Context: an optimization exercise on an open-source flow, tuned for small area. The choices shown serve that exercise and are no tape-out recipe.
Function was checked by simulation only, so behaviour that the tests miss may differ from the original.
Power figures rest on the tool's default switching activity, not on a simulated workload.

Design tkb_core, start of the top module:
module tkb_core (
    input  wire         clk,
    input  wire         rst,
    input  wire [31:0]  now,
    input  wire         rx_valid,
    output wire         rx_ready,
    input  wire [31:0]  rx_id,
    input  wire [3:0]   rx_len,
    input  wire [63:0]  rx_data,
    input  wire         hall_valid,
    output wire         hall_ready,
    input  wire [2:0]   hall_raw,
    input  wire         wd_tick_valid,
    output wire         wd_tick_ready,
    input  wire         st_tick_valid,
    output wire         st_tick_ready,
    output wire         tx_valid,
    input  wire         tx_ready,
    output wire [31:0]  tx_id,
    output wire [3:0]   tx_len,
    output wire [63:0]  tx_data,
    input  wire         tx_ok,
    output wire         pwm_set_valid,
    input  wire         pwm_set_ready,
    output wire [2:0]   pwm_set_ch,
    output wire [15:0]  pwm_set_width,
    input  wire         pwm_set_ok,
    output wire [127:0] pw_out,
    output reg          pwm_en,
    output reg          thr_pwr,
    output reg          main_pwr,
    output wire [1:0]   ks_out,
    output wire [2:0]   hall_level,
    output reg  [7:0]   diag_cr,
    output reg  [7:0]   diag_hs,
    output reg  [7:0]   diag_ua,
    output reg          last_ok,
    output wire         busy,
    input  wire [63:0]  cfg_pw_rev,
    input  wire [63:0]  cfg_pw_neutral,
    input  wire [63:0]  cfg_pw_fwd,
    input  wire [2:0]   cfg_act_low,
    input  wire [31:0]  cfg_wd_timeout,
    input  wire [31:0]  cfg_hk_delay,
    input  wire [31:0]  cfg_cmd_id,
    input  wire [31:0]  cfg_status_id
);
export LEC_CHECK = 0
export CAP_MARGIN = 20
export CORE_AREA = 4 4 266 266
export DIE_AREA = 0 0 270 270
export PLACE_DENSITY = 0.95
export SLEW_MARGIN = 20
create_clock -name core_clock -period 80.0 [get_ports {clk}]
standard.sh (not shown) runs the stock make flow with config.mk's settings and CLKGATE_MAP_FILE= SYNTH_SCRIPT=/design/flow/synth_recipe.tcl, a recipe that flattens the netlist after the stock synthesis.
==> flow/flow/run.sh <==
#!/bin/bash
# The standard ORFS layout (standard.sh), with three changes:
# - synthesis is the standard flow's own script (synth_recipe.tcl, unchanged) with Yosys's
#   abc call given an area-recovering mapping script (flow/abc_area.script)
#   in place of ORFS's delay-oriented one; the registers, their names and
#   cell types are those of the standard synthesis;
# - the port buffers are made from the smallest buffer cell
#   (sky130_fd_sc_hd__buf_1) instead of the resizer's default choice; every
#   input and output port still gets its buffer;
# - clock tree synthesis uses one small clock buffer type, larger sink
#   clusters, and no dummy load cells.
# ORFS's whole output goes to standard.log; ORFS also keeps per-step logs
# under orfs/logs/.
set -o pipefail
HERE=$(pwd)
export BUFFER_PORTS_ARGS="-buffer_cell sky130_fd_sc_hd__buf_1"
export CTS_ARGS="-sink_clustering_enable -repair_clock_nets -sink_clustering_size 10 -sink_clustering_max_diameter 30 -buf_list sky130_fd_sc_hd__clkbuf_4 -dont_use_dummy_load"
{
  cat <<EOT
proc abc {args} {
  set i [lsearch -exact \$args -script]
  if {\$i >= 0} { lset args [expr {\$i + 1}] $HERE/flow/abc_area.script }
  yosys abc {*}\$args
}
EOT
  cat synth_recipe.tcl
} > area_synth.tcl
sed "s#SYNTH_SCRIPT=[^ ]*synth_recipe.tcl#SYNTH_SCRIPT=$HERE/area_synth.tcl#" standard.sh > area_standard.sh
if ! grep -q "SYNTH_SCRIPT=$HERE/area_synth.tcl" area_standard.sh; then
  echo "run.sh: could not point standard.sh at area_synth.tcl" >&2
  exit 1
fi
bash area_standard.sh > standard.log 2>&1
==> flow/flow/abc_area.script <==
strash
dch
amap
strash
dch
amap
topo
The baseline ran to the end with no violations.
==> next run, changes <==
--- a/flow/flow/run.sh
+++ b/flow/flow/run.sh
@@ -17 +17 @@
-export CTS_ARGS="-sink_clustering_enable -repair_clock_nets -sink_clustering_size 10 -sink_clustering_max_diameter 30 -buf_list sky130_fd_sc_hd__clkbuf_4 -dont_use_dummy_load"
+export CTS_ARGS="-sink_clustering_enable -repair_clock_nets -sink_clustering_size 10 -sink_clustering_max_diameter 40 -buf_list sky130_fd_sc_hd__clkbuf_4 -dont_use_dummy_load"
PLACE_DENSITY = 0.85   (was 0.95)
First-iteration DRC count goes down by 9.8%.
Clock skew went up by 0.053 ns.
Flip-flop and latch count is unchanged.
==> next run, changes <==
--- a/flow/flow/run.sh
+++ b/flow/flow/run.sh
@@ -17 +17 @@
-export CTS_ARGS="-sink_clustering_enable -repair_clock_nets -sink_clustering_size 10 -sink_clustering_max_diameter 40 -buf_list sky130_fd_sc_hd__clkbuf_4 -dont_use_dummy_load"
+export CTS_ARGS="-sink_clustering_enable -repair_clock_nets -sink_clustering_size 12 -sink_clustering_max_diameter 30 -buf_list sky130_fd_sc_hd__clkbuf_4 -dont_use_dummy_load"
What happened: Utilization increases by 0.22 points. Sequential power is about the same. Fmax does not change. Global-route usage came out higher by 0.20 points. Count of clock-buffer cells in the layout rose by 19. Wire length climbs by 0.69%. Clock skew falls by 0.051 ns. Non-clock buffer count is unchanged. Design area is higher by 0.82%. Power grows by 3.4%. Worst setup slack does not change.
==> next run, changes <==
--- a/flow/flow/run.sh
+++ b/flow/flow/run.sh
@@ -2 +2 @@
-# The standard ORFS layout (standard.sh), with three changes:
+# The standard ORFS layout (standard.sh), with these changes:
@@ -6,0 +7,3 @@
+# - synthesis leaves pass-through and constant outputs unbuffered
+#   (SYNTH_INSBUF=0); the layout gives them their tie cells and port
+#   buffers as usual;
@@ -15,0 +19 @@
+export SYNTH_INSBUF=0
@@ -17 +21 @@
-export CTS_ARGS="-sink_clustering_enable -repair_clock_nets -sink_clustering_size 12 -sink_clustering_max_diameter 30 -buf_list sky130_fd_sc_hd__clkbuf_4 -dont_use_dummy_load"
+export CTS_ARGS="-sink_clustering_enable -repair_clock_nets -sink_clustering_size 10 -sink_clustering_max_diameter 40 -buf_list sky130_fd_sc_hd__clkbuf_4 -dont_use_dummy_load"
GPL_TIMING_DRIVEN = 0   (was default)
After rerunning: The changed run passed the timing, design-rule and antenna checks; routed wire length drops by a few percent; total power is lower by a few percent; area after synthesis falls by a few percent; final area is lower slightly; setup slack is better by 0.0051 ns; sequential share of layout area came out higher by 0.21 points; final cell count fell slightly; fmax stays flat; count of clock-buffer cells in the layout goes down by 24.


tkb_core, a different RTL version from the one above (not shown whole).
For scale: roughly 1,500 cells after synthesis, ~270 flip-flops, about 760 I/O pins, ~16,000 um2 of cells after synthesis.
// tkb_core
module tkb_core (
    input  wire         clk,
    input  wire         rst,
    input  wire [31:0]  now,
    input  wire         rx_valid,
    output wire         rx_ready,
    input  wire [31:0]  rx_id,
    input  wire [3:0]   rx_len,
    input  wire [63:0]  rx_data,
    input  wire         hall_valid,
    output wire         hall_ready,
    input  wire [2:0]   hall_raw,
    input  wire         wd_tick_valid,
    output wire         wd_tick_ready,
    input  wire         st_tick_valid,
    output wire         st_tick_ready,
    output wire         tx_valid,
    input  wire         tx_ready,
    output wire [31:0]  tx_id,
    output wire [3:0]   tx_len,
    output wire [63:0]  tx_data,
    input  wire         tx_ok,
    output wire         pwm_set_valid,
    input  wire         pwm_set_ready,
    output wire [2:0]   pwm_set_ch,
    output wire [15:0]  pwm_set_width,
    input  wire         pwm_set_ok,
    output wire [127:0] pw_out,
    output reg          pwm_en,
    output reg          thr_pwr,
    output reg          main_pwr,
    output wire [1:0]   ks_out,
    output wire [2:0]   hall_level,
    output reg  [7:0]   diag_cr,
    output reg  [7:0]   diag_hs,
    output reg  [7:0]   diag_ua,
    output reg          last_ok,
    output wire         busy,
    input  wire [63:0]  cfg_pw_rev,
    input  wire [63:0]  cfg_pw_neutral,
    input  wire [63:0]  cfg_pw_fwd,
    input  wire [2:0]   cfg_act_low,
    input  wire [31:0]  cfg_wd_timeout,
    input  wire [31:0]  cfg_hk_delay,
    input  wire [31:0]  cfg_cmd_id,
    input  wire [31:0]  cfg_status_id
);
clock: 80.0 ns
lec_check: 0
cap_margin: 20
core_area: 4 4 266 266
die_area: 0 0 270 270
place_density: 0.6
slew_margin: 20
run.sh (not shown) runs the stock make flow with config.mk's settings and CLKGATE_MAP_FILE= SYNTH_SCRIPT=/design/flow/synth_recipe.tcl, a recipe that flattens the netlist after the stock synthesis.
Stock flow here: none of the scripts above is used.
Change:
==> flow/flow/run.sh (new file) <==
#!/bin/bash
# The standard ORFS layout (standard.sh), with three changes:
# - synthesis is the standard flow's own script (synth_recipe.tcl, unchanged) with Yosys's
#   abc call given an area-recovering mapping script (flow/abc_area.script)
#   in place of ORFS's delay-oriented one; the registers, their names and
#   cell types are those of the standard synthesis;
# - the port buffers are made from the smallest buffer cell
#   (sky130_fd_sc_hd__buf_1) instead of the resizer's default choice; every
#   input and output port still gets its buffer;
# - clock tree synthesis uses one small clock buffer type, larger sink
#   clusters, and no dummy load cells.
# ORFS's whole output goes to standard.log; ORFS also keeps per-step logs
# under orfs/logs/.
set -o pipefail
HERE=$(pwd)
export BUFFER_PORTS_ARGS="-buffer_cell sky130_fd_sc_hd__buf_1"
export CTS_ARGS="-sink_clustering_enable -repair_clock_nets -sink_clustering_size 30 -sink_clustering_max_diameter 80 -buf_list sky130_fd_sc_hd__clkbuf_16 -dont_use_dummy_load"
{
  cat <<EOT
proc abc {args} {
  set i [lsearch -exact \$args -script]
  if {\$i >= 0} { lset args [expr {\$i + 1}] $HERE/flow/abc_area.script }
  yosys abc {*}\$args
}
EOT
  cat synth_recipe.tcl
} > area_synth.tcl
sed "s#SYNTH_SCRIPT=[^ ]*synth_recipe.tcl#SYNTH_SCRIPT=$HERE/area_synth.tcl#" standard.sh > area_standard.sh
if ! grep -q "SYNTH_SCRIPT=$HERE/area_synth.tcl" area_standard.sh; then
  echo "run.sh: could not point standard.sh at area_synth.tcl" >&2
  exit 1
fi
bash area_standard.sh > standard.log 2>&1
==> flow/flow/abc_area.script (new file) <==
&get -n
&st
&dch
&nf -R 1000
&put
strash
&get -n
&st
&dch
&nf -R 1000
&put
topo
==> flow/standard.sh (new file) <==
#!/bin/bash
# synth_recipe.tcl (not shown) runs the flow's synth.tcl, then flattens the netlist and writes it again
# the make line also repeats each setting of config.mk as NAME=value (left out here)
make -C /OpenROAD-flow-scripts/flow DESIGN_CONFIG=/design/flow/config.mk WORK_HOME=/design/flow/orfs CLKGATE_MAP_FILE= SYNTH_SCRIPT=/design/flow/synth_recipe.tcl "${@:-finish}"
removed: flow/run.sh
Outcome: Setup slack improved by 0.27 ns. Worst hold slack improved by 0.0044 ns. Combinational power goes down by 18%. Non-clock buffer count does not change. Cell area goes down by 23%. Total power goes down by 17%. Fmax goes up by 0.85%. Sequential share of layout area goes up by 8.8 points. Area after synthesis goes down by 8.2%.


job 4369:
RTL: one of the versions met above, not the one the previous note started from.
Size: roughly 1400 cells after synthesis, about 270 flip-flops, roughly 760 I/O pins, ~15000 um^2 of cells after synthesis.
clock: 80.0 ns
lec_check: 0
cap_margin: 20
core_area: 4 4 266 266
die_area: 0 0 270 270
place_density: 0.85
slew_margin: 20
standard.sh (not shown) runs the stock make flow with config.mk's settings and CLKGATE_MAP_FILE= SYNTH_SCRIPT=/design/flow/synth_recipe.tcl, a recipe that flattens the netlist after the stock synthesis.
==> flow/flow/run.sh <==
#!/bin/bash
# The standard ORFS layout (standard.sh), with three changes:
# - synthesis is the standard flow's own script (synth_recipe.tcl, unchanged) with Yosys's
#   abc call given an area-recovering mapping script (flow/abc_area.script)
#   in place of ORFS's delay-oriented one; the registers, their names and
#   cell types are those of the standard synthesis;
# - the port buffers are made from the smallest buffer cell
#   (sky130_fd_sc_hd__buf_1) instead of the resizer's default choice; every
#   input and output port still gets its buffer;
# - clock tree synthesis uses one small clock buffer type, larger sink
#   clusters, and no dummy load cells.
# ORFS's whole output goes to standard.log; ORFS also keeps per-step logs
# under orfs/logs/.
set -o pipefail
HERE=$(pwd)
export BUFFER_PORTS_ARGS="-buffer_cell sky130_fd_sc_hd__buf_1"
export CTS_ARGS="-sink_clustering_enable -repair_clock_nets -sink_clustering_size 6 -sink_clustering_max_diameter 30 -buf_list sky130_fd_sc_hd__clkbuf_2 -dont_use_dummy_load"
{
  cat <<EOT
proc abc {args} {
  set i [lsearch -exact \$args -script]
  if {\$i >= 0} { lset args [expr {\$i + 1}] $HERE/flow/abc_area.script }
  yosys abc {*}\$args
}
EOT
  cat synth_recipe.tcl
} > area_synth.tcl
sed "s#SYNTH_SCRIPT=[^ ]*synth_recipe.tcl#SYNTH_SCRIPT=$HERE/area_synth.tcl#" standard.sh > area_standard.sh
if ! grep -q "SYNTH_SCRIPT=$HERE/area_synth.tcl" area_standard.sh; then
  echo "run.sh: could not point standard.sh at area_synth.tcl" >&2
  exit 1
fi
bash area_standard.sh > standard.log 2>&1
==> flow/flow/abc_area.script <==
strash
dch
amap
strash
dch
amap
topo
The following lists how job 9729 was set up differently from job 4369:
# job 4369
export LEC_CHECK = 0
export CAP_MARGIN = 20
export CORE_AREA = 4 4 266 266
export DIE_AREA = 0 0 270 270
export PLACE_DENSITY = 0.85
export SLEW_MARGIN = 20
create_clock -name core_clock -period 80.0 [get_ports {clk}]
# job 9729
export LEC_CHECK = 0
export CAP_MARGIN = 20
export CORE_AREA = 4 4 266 266
export DIE_AREA = 0 0 270 270
export PLACE_DENSITY = 0.95
export SLEW_MARGIN = 20
create_clock -name core_clock -period 80.0 [get_ports {clk}]
diff --git a/flow/flow/run.sh b/flow/flow/run.sh
--- a/flow/flow/run.sh
+++ b/flow/flow/run.sh
@@ -16,3 +16,3 @@
 export BUFFER_PORTS_ARGS="-buffer_cell sky130_fd_sc_hd__buf_1"
-export CTS_ARGS="-sink_clustering_enable -repair_clock_nets -sink_clustering_size 6 -sink_clustering_max_diameter 30 -buf_list sky130_fd_sc_hd__clkbuf_2 -dont_use_dummy_load"
+export CTS_ARGS="-sink_clustering_enable -repair_clock_nets -sink_clustering_size 10 -sink_clustering_max_diameter 40 -buf_list sky130_fd_sc_hd__clkbuf_4 -dont_use_dummy_load"
 {
### Flow results
- Clock-pin slew of the registers on the worst-case setup and hold paths, job 4369 and job 9729: larger value in job 9729
- Relative to job 4369, total routed wirelength increased by 1.6% in job 9729.
- Comparing routed length on met3 for job 4369 and job 9729, the bigger number came from job 9729.
- Setup slack: job 9729 more than job 4369
- The lower wire length per cell after detailed routing of job 4369 and job 9729 is in job 4369.
- From job 4369 to job 9729 the numbers moved as follows: layout filler cell count has decreased, sequential share of cell area rose by 0.18 points.
- Compared with job 4369, job 9729 shows a H-tree level count that is 1 lower.
#### Input delta (job 880 over job 9729)
# job 9729
export LEC_CHECK = 0
export CAP_MARGIN = 20
export CORE_AREA = 4 4 266 266
export DIE_AREA = 0 0 270 270
export PLACE_DENSITY = 0.95
export SLEW_MARGIN = 20
create_clock -name core_clock -period 80.0 [get_ports {clk}]
# job 880
export LEC_CHECK = 0
export CAP_MARGIN = 20
export CORE_AREA = 4 4 266 266
export DIE_AREA = 0 0 270 270
export PLACE_DENSITY = 0.85
export SLEW_MARGIN = 20
create_clock -name core_clock -period 80.0 [get_ports {clk}]
==> flow/flow/abc_area.script <==
&get -n
&st
&dch
&nf -R 1000
&put
strash
&get -n
&st
&dch
&nf -R 1000
&put
topo
==> comparison <==
- In summary, job 880 completed successfully, with a layout that passed the timing, design-rule and antenna checks.
- Compared with job 9729, job 880 improves clock network power.
- Job 880 vs. job 9729: final worst slack was more or less identical; first-pass GRT wire length shrank by 12 mm; overall power went down 0.000024 W; placed cell count dropped about 1.6%.
- For job 9729, the capture point of the critical path was tx_id[2], unlike job 880, where it was tx_id[22].
> inputs changed (job 880 -> job 7150)
# job 880
export LEC_CHECK = 0
export CAP_MARGIN = 20
export CORE_AREA = 4 4 266 266
export DIE_AREA = 0 0 270 270
export PLACE_DENSITY = 0.85
export SLEW_MARGIN = 20
create_clock -name core_clock -period 80.0 [get_ports {clk}]
# job 7150
export LEC_CHECK = 0
export CAP_MARGIN = 0
export CORE_AREA = 4 4 266 266
export DIE_AREA = 0 0 270 270
export PLACE_DENSITY = 0.85
export SLEW_MARGIN = 0
create_clock -name core_clock -period 80.0 [get_ports {clk}]
==> flow/flow/abc_area.script <==
strash
dch
amap
strash
dch
amap
topo
==> comparison <==
[compare] base=job 880 new=job 7150: number of flip-flops and latches roughly the same, smallest setup slack after layout lower, starting density of the core lower.

## re-timing with driven ports
The flow's constraints put no driver on any port. The routed layouts listed below were extracted and timed again, unchanged, in two steps. Step 1, drivers: a clkbuf_16 drives clk and a buf_2 each remaining input, both assumed. Step 2 times the ports against the registers' clock, not the clock port: input delays grow and output delays shrink by t, the midpoint of the rising clock arrivals with the driver on. a / b / c = ideal ports / drivers / drivers and shift; a / b = the first two.
| run | t (ns) | setup slack, ns | worst register clock-pin slew, ns | worst slew at a driven data input, ns |
|---|---|---|---|---|
| the first run of note 1 | 0.783 | 47.997 / 47.821 / 47.821 | 0.11 / 0.11 | 0.25 |
| the second run of note 1 | 0.768 | 47.994 / 47.844 / 47.844 | 0.12 / 0.12 | 0.22 |
| the third run of note 1 | 0.778 | 47.994 / 47.844 / 47.845 | 0.10 / 0.10 | 0.21 |
| the fourth run of note 1 | 0.779 | 47.999 / 47.921 / 47.497 | 0.12 / 0.12 | 0.17 |
| the first run of note 2 | 0.595 | 47.729 / 47.758 / 47.162 | 0.07 / 0.07 | 0.14 |
| the second run of note 2 | 0.619 | 48.000 / 47.934 / 47.934 | 0.10 / 0.10 | 0.13 |
| job 4369 | 0.993 | 47.994 / 47.846 / 47.846 | 0.12 / 0.12 | 0.21 |
| job 9729 | 0.758 | 47.997 / 47.811 / 47.811 | 0.12 / 0.12 | 0.27 |
| job 880 | 0.764 | 48.000 / 47.904 / 47.788 | 0.11 / 0.11 | 0.14 |
| job 7150 | 0.767 | 47.994 / 47.847 / 47.847 | 0.12 / 0.12 | 0.21 |
After both steps every run listed still meets setup and hold. For the first run of note 2, which loses most, drivers alone change the setup slack by +0.029 ns; drivers and shift together by -0.567 ns.
